This is an optimization exercise on Yosys and OpenROAD, whose aim is small area, not a production implementation. Function was checked by simulation only, so behaviour that the tests miss may differ from the original. No activity file was given, so power comes from the tool's default toggle rates.

[flow/run.sh]
#!/bin/bash
# synth_recipe.tcl (not shown) runs the flow's synth.tcl, then flattens the netlist and writes it again
# the make line also repeats each setting of config.mk as NAME=value (left out here)
make -C /OpenROAD-flow-scripts/flow DESIGN_CONFIG=/design/flow/config.mk WORK_HOME=/design/flow/orfs CLKGATE_MAP_FILE= SYNTH_SCRIPT=/design/flow/synth_recipe.tcl finish
[flow/config.mk]
export PLATFORM = sky130hd
export DESIGN_NAME = hesch_cpu
export DESIGN_NICKNAME = hesch_cpu
export VERILOG_FILES = /design/flow/design.v
export SDC_FILE = /design/flow/constraint.sdc
export NUM_CORES = 4
export LEC_CHECK = 0
export CAP_MARGIN = 20
export CORE_MARGIN = 2
export CORE_UTILIZATION = 40
export PLACE_DENSITY = 0.6
export SLEW_MARGIN = 20
[flow/constraint.sdc]
create_clock -name core_clock -period 10.0 [get_ports {clk}]
set_input_delay 2.0000 -clock core_clock [delete_from_list [all_inputs] [get_ports {clk}]]
set_output_delay 2.0000 -clock core_clock [all_outputs]
set_load 0.01 [all_outputs]
[flow/design.v]
module hesch_cpu (
    input  wire       clk,
    input  wire       rst,
    output wire [7:0] mem_addr,
    input  wire [7:0] mem_rdata,
    output wire       mem_we,
    output wire [7:0] mem_wdata,
    output wire       out_valid,
    output wire [7:0] out_data,
    output wire       halted,
    output wire       fault
);
    localparam [1:0] S_INIT = 2'd0, S_R1 = 2'd1, S_R2MOV = 2'd2, S_R2JMP = 2'd3;
    reg [1:0] state;
    reg [2:0] phase;
    reg       halted_q;
    reg       fault_q;
    reg       cy;       
    reg       pc_cy;    
    reg [7:0] ra, rb, rc, rd, rbank, rpc;
    reg [7:0] mar;
    reg [7:1] t;        
    wire first = (phase == 3'd0);
    wire last  = (phase == 3'd7);
    wire init  = (state == S_INIT);
    wire r1    = (state == S_R1);
    wire r2mov = (state == S_R2MOV);
    wire r2jmp = (state == S_R2JMP);
    wire [3:0] op   = mem_rdata[3:0];
    wire [1:0] f_r1 = mem_rdata[7:6];
    wire [1:0] f_r2 = mem_rdata[5:4];
    wire [3:0] dst  = mem_rdata[7:4];
    wire [2:0] src  = mem_rdata[2:0];
    wire pc_cin = first ? 1'b1 : pc_cy;
    wire inc    = rpc[0] ^ pc_cin;
    wire o_ser = mem_rdata[phase];
    reg [2:0] xsel;
    always @(*) begin
        if (r2jmp)      xsel = 3'd5;
        else if (r2mov) xsel = src;
        else            xsel = {1'b0, f_r1};
    end
    reg x;
    always @(*) begin
        case (xsel)
            3'd0, 3'd6: x = ra[0];
            3'd1:       x = rb[0];
            3'd2:       x = rc[0];
            3'd3:       x = rd[0];
            3'd4:       x = inc;
            3'd5:       x = o_ser;
            default:    x = rbank[0];
        endcase
    end
    reg y, x1;
    always @(*) begin
        case (f_r2)
            2'd0: y = ra[0];
            2'd1: y = rb[0];
            2'd2: y = rc[0];
            default: y = rd[0];
        endcase
        case (f_r1)
            2'd0: x1 = ra[1];
            2'd1: x1 = rb[1];
            2'd2: x1 = rc[1];
            default: x1 = rd[1];
        endcase
    end
    wire sub = (op[2:0] == 3'd1);
    wire yi  = y ^ sub;
    wire cin = first ? sub : cy;
    wire sum = x ^ yi ^ cin;
    wire cout = (x & yi) | (x & cin) | (yi & cin);
    reg alu;
    always @(*) begin
        case (op[2:0])
            3'd0, 3'd1: alu = sum;
            3'd2:       alu = x & y;
            3'd3:       alu = x | y;
            3'd4:       alu = x ^ y;
            3'd6:       alu = first ? 1'b0 : t[7];
            3'd7:       alu = last ? 1'b0 : x1;
            default:    alu = x;
        endcase
    end
    wire val = r1 ? alu : x;
    wire alu_we = r1 && !op[3] && (op[2:0] != 3'd5);
    wire mov_reg = r2mov && (dst[3:2] == 2'b00);
    wire [3:0] reg_we;
    assign reg_we[0] = (alu_we && f_r1 == 2'd0) || (mov_reg && dst[1:0] == 2'd0);
    assign reg_we[1] = (alu_we && f_r1 == 2'd1) || (mov_reg && dst[1:0] == 2'd1);
    assign reg_we[2] = (alu_we && f_r1 == 2'd2) || (mov_reg && dst[1:0] == 2'd2);
    assign reg_we[3] = (alu_we && f_r1 == 2'd3) || (mov_reg && dst[1:0] == 2'd3);
    wire bank_we = r2mov && (dst == 4'd7);
    wire pc_we   = r2jmp || (r2mov && dst == 4'd4);
    wire ins_a    = !init && (reg_we[0] ? val : ra[0]);
    wire ins_b    = !init && (reg_we[1] ? val : rb[0]);
    wire ins_c    = !init && (reg_we[2] ? val : rc[0]);
    wire ins_d    = !init && (reg_we[3] ? val : rd[0]);
    wire ins_bank = !init && (bank_we ? val : rbank[0]);
    wire ins_pc   = !init && (pc_we ? val : inc);
    wire put = r2mov && last && !halted_q;
    assign mem_we    = put && (dst == 4'd5) && (src != 3'd5);
    assign out_valid = put && (dst == 4'd9);
    assign mem_wdata = {x, t};
    assign out_data  = {x, t};
    assign mem_addr  = mar;
    assign halted    = halted_q;
    assign fault     = fault_q;
    wire stop = r1 && (op == 4'd13 || op[3:1] == 3'b111);
    always @(posedge clk) begin
        ra    <= {ins_a, ra[7:1]};
        rb    <= {ins_b, rb[7:1]};
        rc    <= {ins_c, rc[7:1]};
        rd    <= {ins_d, rd[7:1]};
        rbank <= {ins_bank, rbank[7:1]};
        rpc   <= {ins_pc, rpc[7:1]};
        t     <= {x, t[7:2]};
        cy    <= cout;
        pc_cy <= rpc[0] & pc_cin;
        if (last)
            mar <= {ins_pc, rpc[7:1]};
        if (rst) begin
            state    <= S_INIT;
            phase    <= 3'd0;
            halted_q <= 1'b0;
            fault_q  <= 1'b0;
        end else begin
            phase <= phase + 3'd1;
            if (last) begin
                if (r1 && op == 4'd8)      state <= S_R2MOV;
                else if (r1 && op == 4'd9) state <= S_R2JMP;
                else                       state <= S_R1;
            end
            if (!halted_q) begin
                halted_q <= stop;
                fault_q  <= stop && op[3:1] == 3'b111;
            end
        end
    end
endmodule
==> summary.txt, run 1 <==
Fill cells 572; sequential fraction of the synthesis area 0.589; DIE AREA roughly 7100 um^2; met1 Use GR 0.195; FMAX 154 MHz; met3 Use GR 0.0649; layout cells sized above 1 0.0985; yosys warns 1; total wire length 4800 um; Final TNS setup 0 ns; Slew headroom 0.597; GRT Residual Overflow 0; Post-synth EDFFs 8; hold path startpoint rbank[3]; cells after synthesis 228; antenna violations before repair 0; final worst slack ~3.5 ns; Area growth syn-to-layout 22.0%; Core Footprint 6280 um^2; crit path capture type output port; Final Setup Violations 0; gr busiest metal met2; DP Wirelength 3360 um; worst IR drop on VDD 146 uV; prevailing post-synth register cell dfxtp_1; CP startpoint kind primary input; Layout Skew 0.00619 ns; n_diodes 0; CTS Buf Count 9; Arrival @ worst endpoint 4.49 ns; Post-Syn Nets approximately 240; # port buffers 37; std cell rows 29; first-pass GRT wire length 8290 um; I/O pins 38; #FFs+latches synth 72; WL/cell roughly 14 um; Max Buffers Root-to-Sink 2; Post-CTS Setup Bufs 0; met2 usage 0.217; reg-to-reg critical path startpoint phase[0]; drt via density 5.16; Pwr Density 177 nW/um^2; Final #Nets 274; Yosys cell types 55; pre-CTS setup slack 3.51 ns; fin crit period 6.49 ns; Hold Buf Count CTS 0; Critical Path Fanout Max 15; critical path startpoint mem_rdata[1]; clk slew on worst S/H paths 0.07 ns; Leak 0.00114 uW; Final Hold Viols 0; fin crit share 0.649; Final Max Slew Viols 0; post-cts resize count 0; Post-Syn Area per Cell 11.3 um^2; DR iter-0 viols 110; Critical Path RT approximately 8.0 ns; worst skew pair latency 0.34 ns; outcome finished clean; CTS tree yes; # clock sinks 72; WS Path Type primary input to output port; Async SR Flop Fraction 0; pin count of the biggest net entering global routing 18; DR vias 1760; detailed-router iteration count before antenna repair 5; Antenna Violating Nets Remaining 0; gpl congestion 0.822; total of max-cap violations 0; clock root cell clkbuf_8; Global Route Usage Sum 0.151; Worst Max-Slew Pin Slew 0.604 ns; H-tree Lvls 3; vias in the first global route 1707; Mapped Area ~2600 um^2; DIE HEIGHT between 80 and 90 um; Hold WS 0.324 ns; DRC 0; Hold Crit Class flip-flop to flip-flop; Die X-Extent 84.3 um; RSZ-0062 raised after global routing no; Starting Density 0.411
-- cells in the mapped netlist (2+ instances only) --
library cell	number	area share
nand3b_1	4	0.012
dfxtp_1	64	0.50
a21oi_1	12	0.023
or2b_1	2	0.0058
buf_2	4	0.0078
nand3_1	5	0.0097
nor2b_1	5	0.012
nand2_1	8	0.012
nand4b_1	2	0.0068
nor2_1	20	0.029
buf_4	10	0.029
inv_1	8	0.012
ha_1	5	0.024
edfxtp_1	8	0.093
nor3_1	7	0.014
nand2b_1	5	0.012
o211ai_1	4	0.012
o21ai_0	6	0.012
o31ai_1	3	0.0087
o2111ai_1	3	0.010
and2b_1	4	0.012
nand4_1	2	0.0048
nor3b_1	2	0.0058
clkbuf_1	2	0.0029
mux4_2	3	0.026
-- power breakdown --
part,switching [uW],internal [uW]
clock network,102,137
logic,12.0,9.88
registers,2.23,293
-- critical path, cell delays in order --
cell and delay [ns]:
clkdlybuf4s50_1 0.77, nor4b_1 0.13, or2_1 0.22, a311o_1 0.39, o31ai_4 0.32, inv_1 0.15, clkdlybuf4s50_1 0.50
-- final timing paths --
| path | slack (ns) | depth (start not counted) | endpoint |
|---|---|---|---|
| worst max-delay path | 3.51 | 7 | out_data[7] |
| worst min-delay path | 0.32 | 0 | rbank[2] |
| worst max register to register | 5.98 | 17 | mar[7] |
| worst min register to register | 0.32 | 0 | rbank[2] |
-- sequential cells by signal (all words and copies together) (netlist names), 2 cells and up --
register / count
rb: 8
t: 7
rpc: 8
phase: 3
rc: 8
state: 2
rd: 8
ra: 8
rbank: 8
mar: 8
-- cell usage in the layout (no fill, tap or decap), types with 2 or more instances in the layout --
| cell | netlist | layout |
|---|---|---|
| clkdlybuf4s50_1 | 0 | 37 |
| edfxtp_1 | 8 | 8 |
| nand3_1 | 5 | 5 |
| nand2b_1 | 5 | 5 |
| dfxtp_1 | 64 | 64 |
| nor2b_1 | 5 | 5 |
| o2111ai_1 | 3 | 3 |
| nor3b_1 | 2 | 2 |
| nand2_1 | 8 | 8 |
| or2b_1 | 2 | 2 |
| nand3b_1 | 4 | 4 |
| nor2_1 | 20 | 20 |
| a21oi_1 | 12 | 12 |
| inv_1 | 8 | 8 |
| nor3_1 | 7 | 7 |
| nand4b_1 | 2 | 2 |
| mux4_2 | 3 | 3 |
| and2b_1 | 4 | 4 |
| o21ai_0 | 6 | 6 |
| o31ai_1 | 3 | 3 |
| clkbuf_8 | 0 | 10 |
| ha_1 | 5 | 5 |
| nand4_1 | 2 | 2 |
| o211ai_1 | 4 | 4 |
-- per-layer routing --
| layer | vias up | wire length (um) |
|---|---|---|
| li1 | 861 | - |
| met1 | 842 | 2190 |
| met2 | 46 | 2220 |
| met3 | 11 | 270 |
| met4 | 0 | 113 |
| met5 | - | 0 |
-- stage by stage --
stage | power (uW) | instance area [um^2] | cells | util
after floorplan | 315 | 2580 | 228 | -
after global placement | 323 | 2930 | 325 | 0.467
after detailed placement | 323 | 2930 | 325 | 0.467
after CTS | 564 | 3150 | 341 | 0.502
after global routing | 578 | 3150 | 341 | 0.502
final | 556 | 3150 | 341 | 0.502
-- cells by family after synthesis --
group | share of synthesized area
flip-flops | 0.589
XOR/XNOR | 0.00339
AND/OR/NAND/NOR | 0.168
multiplexers | 0.0364
adder cells (fa/ha/maj) | 0.0281
AO/OA/AOI/OAI | 0.119
buffers and inverters | 0.0557
-- final cells by class --
cell class / instances / area [um^2] / share of cell area
sequential: 72 / 1520 / 0.483
multi-input combinational: 131 / 916 / 0.291
timing repair buffer: 37 / 370 / 0.118
clock buffer: 12 / 166 / 0.0528
tap: 77 / 96.3 / 0.0306
clock inverter: 4 / 48.8 / 0.0155
inverter: 8 / 30.0 / 0.00954
==> inputs of run 2 (changes only) <==
--- a/flow/config.mk
+++ b/flow/config.mk
@@ -6,7 +6,11 @@
 export NUM_CORES = 4
 export LEC_CHECK = 0
+export ABC_AREA = 1
 export CAP_MARGIN = 20
 export CORE_MARGIN = 2
 export CORE_UTILIZATION = 40
+export CTS_BUF_LIST = sky130_fd_sc_hd__clkbuf_4
+export CTS_CLUSTER_DIAMETER = 150
+export CTS_CLUSTER_SIZE = 40
 export PLACE_DENSITY = 0.6
 export SLEW_MARGIN = 20
==> summary.txt, run 2 <==
outcome finished clean; I/O pins 38 (unchanged); Yosys cell types 29 (-47%); cells after synthesis 258 (+13%); GRT Residual Overflow 0 (unchanged); n_diodes 0 (unchanged); fin crit period 6.06 ns (-0.424 ns); Post-CTS Setup Bufs 0 (unchanged); Core Footprint 5990 um^2 (-4.6%); Global Route Usage Sum 0.152 (+0.00171); Die X-Extent 83.4 um (-1.2%); most common cell after layout, fill and taps aside dfxtp_1; total of max-cap violations 0 (unchanged); clk slew on worst S/H paths 0.11 ns (+0.04 ns); # clock sinks 72 (unchanged); Post-synth EDFFs 8 (unchanged); fin crit share 0.606 (-0.0424); hold path startpoint rbank[1]; Area growth syn-to-layout 20.5%; Antenna Violating Nets Remaining 0 (unchanged); WS Path Type primary input to output port; most frequent cells in the layout dfxtp_1 (64), nand2_1 (44), clkdlybuf4s50_1 (37); DR iter-0 viols 87 (-21%); gpl congestion 0.839 (+2.0%); Leak 0.00121 uW (+6.0%); vias in the first global route 1751 (+2.6%); Critical Path Fanout Max 9 (-6); post-cts resize count 0 (unchanged); first-pass GRT wire length 8290 um (unchanged); worst skew pair latency 0.41 ns (+0.07 ns); DRC 0 (unchanged); most instantiated cells after synthesis dfxtp_1 (64), nand2_1 (44), inv_1 (24), nor2_1 (24), nand3_1 (16); sequential fraction of the synthesis area 0.604 (+0.0146); layout cells sized above 1 0.150 (+0.0515); #FFs+latches synth 72 (unchanged); Critical Path RT 8.00 ns (about the same); Max Buffers Root-to-Sink 2 (unchanged); Hold Buf Count CTS 0 (unchanged); drt via density 4.71 (-8.7%); antenna violations before repair 0 (unchanged); utilization after layout 0.506 (+0.00478); Pwr Density 164 nW/um^2 (-7.2%); Async SR Flop Fraction 0 (unchanged); CTS Buf Count 9 (unchanged); std cell rows 28 (-3.4%); total wire length 4800 um (about the same); top cell type's share of synthesized area 0.509 (+0.0123); Hold Crit Class flip-flop to flip-flop; Post-Syn Area per Cell 9.76 um^2 (-14%); Layout Skew 0.00714 ns (+0.000943 ns); DR vias 1768 (+0.45%); CTS tree yes; Slowest-stage cell, CP clkdlybuf4s50_1; DP Wirelength 3460 um (+3.0%); CP startpoint kind primary input; top cells by area, synth dfxtp_1 (51%), edfxtp_1 (9.5%), nand2_1 (6.6%); Final #Nets 310 (+13%); CP Cell Sequence clkdlybuf4s50_1 > inv_1 > nand3_1 > nand2_2 > nor2_2 > nand2_1 > nor2_1 > nor2_1 > nand2_2 > nand2_4 > inv_2 > clkdlybuf4s50_1; Power Total 497 uW (-11%); Arrival @ worst endpoint 4.06 ns (-0.43 ns); Starting Density 0.420 (+0.00922); crit path capture type output port; Final Setup Violations 0 (unchanged); Final Hold Viols 0 (unchanged); critical path startpoint mem_rdata[0]; H-tree Lvls 3 (unchanged); WL/cell 12.8 um (-9.1%); yosys warns 1 (unchanged); # port buffers 37 (unchanged); detailed-router iteration count before antenna repair 4 (-1); post-synth top area cell dfxtp_1; worst IR drop on VDD 126 uV (-14%); reg-to-reg critical path startpoint phase[0]; pin count of the biggest net entering global routing 14 (-4); Slew headroom 0.593 (-0.00430); DIE AREA 6950 um^2 (-2.3%); DIE HEIGHT 83.4 um (-1.2%); Worst Max-Slew Pin Slew 0.610 ns (+0.00645 ns); Critical Path Max Stage Delay 0.67 ns (-0.10 ns); Final Max Slew Viols 0 (unchanged); Final TNS setup 0 ns (unchanged); clock root cell clkbuf_4; Post-Syn Nets 273 (+12%); prevailing post-synth register cell dfxtp_1; count leader, synth dfxtp_1; FMAX 165 MHz (+7.0%); RSZ-0062 raised after global routing no; Mapped Area 2520 um^2 (-2.4%)
## run 2: changes by cell type after synthesis, sizes merged, moves of 5 or more
cell    before  now
nor3         7    2
inv          8   29
o21ai        8   14
nand3        5   18
nor2b        5    0
nand2b       5    0
nor2        20   27
nand2        8   55
## run 2: power breakdown
part / switching [uW] / internal [uW] / total (uW)
clock: 99.6 / 76.2 / 176
combinational: 16.9 / 10.1 / 27.0
sequential: 1.56 / 293 / 294
total: 118 / 379 / 497
## run 2: routing by layer
metal / track usage / part of all wire / vias up
met5: 0 / 0 / -
met4: 0.0715 / 0.020 / 0
met3: 0.0527 / 0.062 / 10
met2: 0.233 / 0.45 / 56
met1: 0.192 / 0.47 / 795
li1: - / - / 907
## run 2: kinds of logic after synthesis
group,share of synthesized area
and+or+nand+nor,0.214
DFF,0.604
buffers and inverters,0.0775
AOI/OAI and AO/OA,0.0735
adders and majority gates,0.0248
xor gates and xnor gates,0.00646
## run 2: final cells by class
class	instances	area [um^2]
clock buffer	9	67.6
sequential	72	1520
timing repair buffer	37	370
clock inverter	7	70.1
fill	580	2960
inverter	29	109
tap	75	93.8
multi-input combinational	146	802
## run 2: stage by stage
step,hold slack (ns),worst slack [ns],area [um^2],std cells
after floorplan,0.310,4.99,2520,258
after global placement,0.311,3.98,2900,359
after detailed placement,0.312,3.95,2900,359
after CTS,0.339,3.94,3030,375
after global routing,0.346,3.74,3030,375
final,0.337,3.94,3030,375
## run 2: path summary, 6_finish.rpt
check | slack, ns | depth (start not counted) | endpoint
worst min register to register | 0.34 | 0 | rbank[0]
worst max register to register | 6.66 | 21 | mar[7]
worst min-delay path | 0.34 | 0 | rbank[0]
worst max-delay path | 3.94 | 12 | mem_wdata[7]
## run 2: worst max-delay path: cells and delay by family
family | cells | cell delay, ns
and+or+nand+nor | 8 | 0.70
buffers and inverters | 4 | 1.35

==> what the ideal ports hide <==
How much do the figures lean on ideal ports? The routed layouts below were timed once more, with nothing changed but the port constraints.
Step 1, drivers: a clkbuf_16 drives clk and a buf_2 each remaining input, both assumed.
Step 2 moves the port delays by t, midway between the first and last clock arrival at a register: inputs arrive t later, outputs are due t later. That takes back most of the time a late clock gives input paths.
a / b / c = no drivers / after step 1 / after step 2; a / b = the first two.
| run | t (ns) | slack for setup (ns) | worst data-port slew with drivers (ns) | cell pins on the clock port's net |
|---|---|---|---|---|
| run 1 | 0.360 | 3.513 / 3.483 / 3.483 | 0.03 | 1 |
| run 2 | 0.431 | 3.937 / 3.904 / 3.904 | 0.04 | 1 |
After both steps every run listed still meets setup and hold. The setup slack of run 2, which loses most, moves by -0.033 ns with the drivers and by -0.033 ns with both steps.
